This is an optimization exercise on Yosys and OpenROAD, whose aim is a short achievable clock period and few clock cycles per item, not a production implementation. Function was checked by simulation only, so behaviour that the tests miss may differ from the original. No activity file was given, so power comes from the tool's default toggle rates.

==> inputs of run X <==
## qse_framer
module qse_framer (
    input  wire        clk,
    input  wire        rst,            
    input  wire        cmd_valid,
    output wire        cmd_ready,
    input  wire        cmd_load,       
    input  wire [31:0] cmd_seed,
    input  wire        cmd_scr,        
    input  wire [9:0]  cmd_ps_words,   
    input  wire [11:0] cmd_len,        
    input  wire        in_valid,
    output wire        in_ready,
    input  wire [31:0] in_data,
    output wire        out_valid,
    input  wire        out_ready,
    output wire [31:0] out_data,
    output wire        out_last
);
export LEC_CHECK = 0
export ABC_CLOCK_PERIOD_IN_PS = 2500
export CAP_MARGIN = 20
export CORE_MARGIN = 2
export CORE_UTILIZATION = 60
export CTS_CLUSTER_DIAMETER = 120
export CTS_CLUSTER_SIZE = 30
export PLACE_DENSITY = 0.7
export SLEW_MARGIN = 20
create_clock -name core_clock -period 8.0 [get_ports {clk}]
standard.sh (not shown) runs the stock make flow with config.mk's settings and CLKGATE_MAP_FILE= SYNTH_SCRIPT=/design/flow/synth_recipe.tcl, a recipe that flattens the netlist after the stock synthesis.
==> flow/flow/run.sh <==
#!/bin/bash
set -euo pipefail
bash standard.sh SETUP_SLACK_MARGIN=5.7 finish > standard_flow.log 2>&1
==> run P: changes against run X <==
--- a/flow/design.v
+++ b/flow/design.v
@@ -1614,14 +1614,14 @@
     wire        qk_ne = qk_th[0];
     wire [1:0] qi_n = {1'b0, qi_push} + {1'b0, cmd_ready_q};
     wire [1:0] qk_n = {1'b0, qk_push} + {1'b0, cmd_ready_q};
     wire qi_room = (qi_n == 2'd0) ? !qi_th[DCQ-1] : (qi_n == 2'd1) ? !qi_th[DCQ-2] : !qi_th[DCQ-3];
     wire qk_room = (qk_n == 2'd0) ? !qk_th[DCQ-1] : (qk_n == 2'd1) ? !qk_th[DCQ-2] : !qk_th[DCQ-3];
-    wire [1:0] qi_no = {1'b0, qi_push} + {1'b0, cmd_ready_o};
-    wire [1:0] qk_no = {1'b0, qk_push} + {1'b0, cmd_ready_o};
-    wire qi_room_o = (qi_no == 2'd0) ? !qi_th[DCQ-1] : (qi_no == 2'd1) ? !qi_th[DCQ-2] : !qi_th[DCQ-3];
-    wire qk_room_o = (qk_no == 2'd0) ? !qk_th[DCQ-1] : (qk_no == 2'd1) ? !qk_th[DCQ-2] : !qk_th[DCQ-3];
+    wire qi_room_o = !(qi_th[DCQ-1] || (qi_th[DCQ-2] && (qi_push || cmd_ready_q)) ||
+                       (qi_th[DCQ-3] && qi_push && cmd_ready_q));
+    wire qk_room_o = !(qk_th[DCQ-1] || (qk_th[DCQ-2] && (qk_push || cmd_ready_q)) ||
+                       (qk_th[DCQ-3] && qk_push && cmd_ready_q));
     always @(posedge clk) begin
         if (qi_push) qi_mem[qi_wp] <= qi_wdat;
         if (qk_push) qk_mem[qk_wp] <= qk_wdat;
         cmd_ready_q <= !gate_rst && qi_room && qk_room;
         cmd_ready_o <= !gate_rst && qi_room_o && qk_room_o;
@@ -1661,18 +1661,19 @@
                         (ow_eq1 && (ow_need == 2'd0 || (ow_need == 2'd1 ? add_ge[0] : add_ge[1]))) ||
                         (ow_need == 2'd0 ? add_ge[0] : ow_need == 2'd1 ? add_ge[1] : add_ge[2]) &&
                         !ow_ge3 && !ow_eq2 && !ow_eq1;
     wire [1:0]  if_n = {1'b0, i_v} + {1'b0, in_ready_q};
     wire        if_room = (if_n == 2'd0) ? !if_th[DIF-1] : (if_n == 2'd1) ? !if_th[DIF-2] : !if_th[DIF-3];
-    wire [1:0]  ow_need_o = {1'b0, i_v} + {1'b0, in_ready_o};
+    wire        nd2 = i_v && in_ready_q;             
+    wire        nd0 = !i_v && !in_ready_q;           
     wire        ow_ok_o = ow_ge3 ||
-                          (ow_eq2 && (ow_need_o != 2'd2 || add_ge[0])) ||
-                          (ow_eq1 && (ow_need_o == 2'd0 || (ow_need_o == 2'd1 ? add_ge[0] : add_ge[1]))) ||
-                          (ow_need_o == 2'd0 ? add_ge[0] : ow_need_o == 2'd1 ? add_ge[1] : add_ge[2]) &&
-                          !ow_ge3 && !ow_eq2 && !ow_eq1;
-    wire [1:0]  if_no = {1'b0, i_v} + {1'b0, in_ready_o};
-    wire        if_room_o = (if_no == 2'd0) ? !if_th[DIF-1] : (if_no == 2'd1) ? !if_th[DIF-2] : !if_th[DIF-3];
+                          (ow_eq2 && !(nd2 && !add_ge[0])) ||
+                          (ow_eq1 && (add_ge[1] || (add_ge[0] && !nd2) || nd0)) ||
+                          (!ow_ge3 && !ow_eq2 && !ow_eq1 &&
+                           (add_ge[2] || (add_ge[1] && !nd2) || (add_ge[0] && nd0)));
+    wire        if_room_o = !(if_th[DIF-1] || (if_th[DIF-2] && (i_v || in_ready_q)) ||
+                              (if_th[DIF-3] && nd2));
     always @(posedge clk) begin
         i_d <= in_data;
         i_v <= !gate_rst && in_valid && in_ready_q;
         if (i_v) if_mem[if_wp] <= i_d;
         in_ready_q <= !gate_rst && ow_ok && if_room;
@@ -1872,11 +1873,11 @@
     always @(posedge clk) begin
         if (s1_v) of_mem[of_wp] <= of_wdat;
         o_data <= o_take ? of_next[31:0] : of_show[31:0];
         o_last <= o_take ? of_next[32]   : of_show[32];
         o_v   <= !gate_rst && (of_ne || (o_v && !out_ready));
-        o_v_o <= !gate_rst && (of_ne || (o_v_o && !out_ready));
+        o_v_o <= !gate_rst && !(!of_ne && o_take);
         if (r_rst) begin
             of_wp <= 2'd0; of_hp <= 2'd0; of_sp <= 2'd3; of_th <= {NOF{1'b0}};
         end else begin
             of_wp <= of_wp + {1'b0, s1_v};
             if (of_ld) begin
==> flow/flow/run.sh (replaced) <==
#!/bin/bash
set -euo pipefail
M="SETUP_SLACK_MARGIN=5.7"
R="orfs/results/${FLOW_PLATFORM:-sky130hd}/qse_framer/base"
bash standard.sh $M place > standard_place.log 2>&1
ODB_IN="$R/3_place.odb" openroad -no_init -exit flow/move_out_ffs.tcl > move_out_ffs.log 2>&1
bash standard.sh $M finish > standard_finish.log 2>&1
==> flow/flow/move_out_ffs.tcl (new file) <==
# Put each flip-flop whose only load is an output port's buffer right next to
# that buffer (which sits at the port), then legalize the placement.
read_db $::env(ODB_IN)
set block [ord::get_db_block]
set moved 0
foreach bt [$block getBTerms] {
  if {[$bt getIoType] ne "OUTPUT"} { continue }
  set buf ""
  foreach it [[$bt getNet] getITerms] { if {[$it isOutputSignal]} { set buf [$it getInst] } }
  if {$buf eq ""} { continue }
  set a [$buf findITerm A]
  if {$a eq "NULL" || $a eq ""} { continue }
  set n2 [$a getNet]
  if {[llength [$n2 getITerms]] != 2} { continue }
  set ff ""
  foreach it [$n2 getITerms] { if {[$it isOutputSignal]} { set ff [$it getInst] } }
  if {$ff eq "" || ![string match "*df*" [[$ff getMaster] getName]]} { continue }
  set loc [$buf getLocation]
  $ff setLocation [lindex $loc 0] [lindex $loc 1]
  $ff setPlacementStatus PLACED
  incr moved
}
puts "moved $moved flip-flops next to their output buffers"
detailed_placement
check_placement -verbose
write_db $::env(ODB_IN)
Settings changed: CTS_CLUSTER_DIAMETER 120 to 100, CTS_CLUSTER_SIZE 30 to 20.
==> run Z: changes against run X <==
Settings changed: CTS_CLUSTER_DIAMETER 120 to 100, CTS_CLUSTER_SIZE 30 to 20.
==> run notes <==
status complete, no violations; actual slew at the worst max-slew pin 1.012 ns; WL final just under 200 mm; FILL cells 9420; Power Clock 0.00576 W; fraction of area in non-clock buffers 0.04311; DR WL met2 92.27 mm; cts repair resizes about 540; post-CTS setup buffers 190
[end of results for run P]
==> run notes <==
WL final between 150 and 200 mm; fraction of area in non-clock buffers 0.04779; Internal roughly 0.012 W; FILL cells around 9600; post-CTS setup buffers roughly 230; status complete, no violations; Worst R2R Path Depth 8; Nets 7294; Core Util, Final 0.6876; Power Clock approximately 0.0049 W; Critical R2R Launch R0[30]
[end of results for run X]
==> run notes <==
fraction of area in non-clock buffers 0.04899; status complete, no violations; WL final approximately 200 mm; Power Clock roughly 0.0058 W; post-CTS setup buffers between 200 and 250; FILL cells between 9000 and 10000; cts repair resizes approximately 610; actual slew at the worst max-slew pin between 0.9 and 1 ns
[end of results for run Z]
Testbench counts of run X, summed over its fixed seeds: cycles 21,261, bytes 84,816.
Testbench counts of run P, summed over its fixed seeds: cycles 21,261, bytes 84,816.
Testbench counts of run Z, summed over its fixed seeds: cycles 21,261, bytes 84,816.

==> static timing again, ports no longer ideal <==
The flow's constraints put no driver on any port. The routed layouts listed below were extracted and timed again, unchanged, in two steps.
Step 1 sets driving cells, clkbuf_16 on the clock port and buf_2 on the other inputs (assumed; they add their load-dependent delay and slew).
Step 2, shift: input delay + t, output delay - t, t = (earliest + latest rising clock arrival at the registers) / 2. This alone moves slack from input paths to output paths.
a / b / c = ideal ports / drivers / drivers and shift; a / b = the first two.
| run | shift t [ns] | setup WS [ns] | latest minus earliest clock arrival (ns) | worst register clock-pin slew, ns |
|---|---|---|---|---|
| run X | 0.797 | 5.122 / 5.045 / 5.067 | 0.058 / 0.058 | 0.12 / 0.12 |
| run P | 0.831 | 5.172 / 5.091 / 4.989 | 0.033 / 0.033 | 0.09 / 0.09 |
| run Z | 0.832 | 5.085 / 5.007 / 5.034 | 0.057 / 0.057 | 0.09 / 0.09 |
After both steps setup and hold are still met in every run listed. For run P, which loses most, drivers alone change the setup slack by -0.081 ns; drivers and shift together by -0.183 ns.
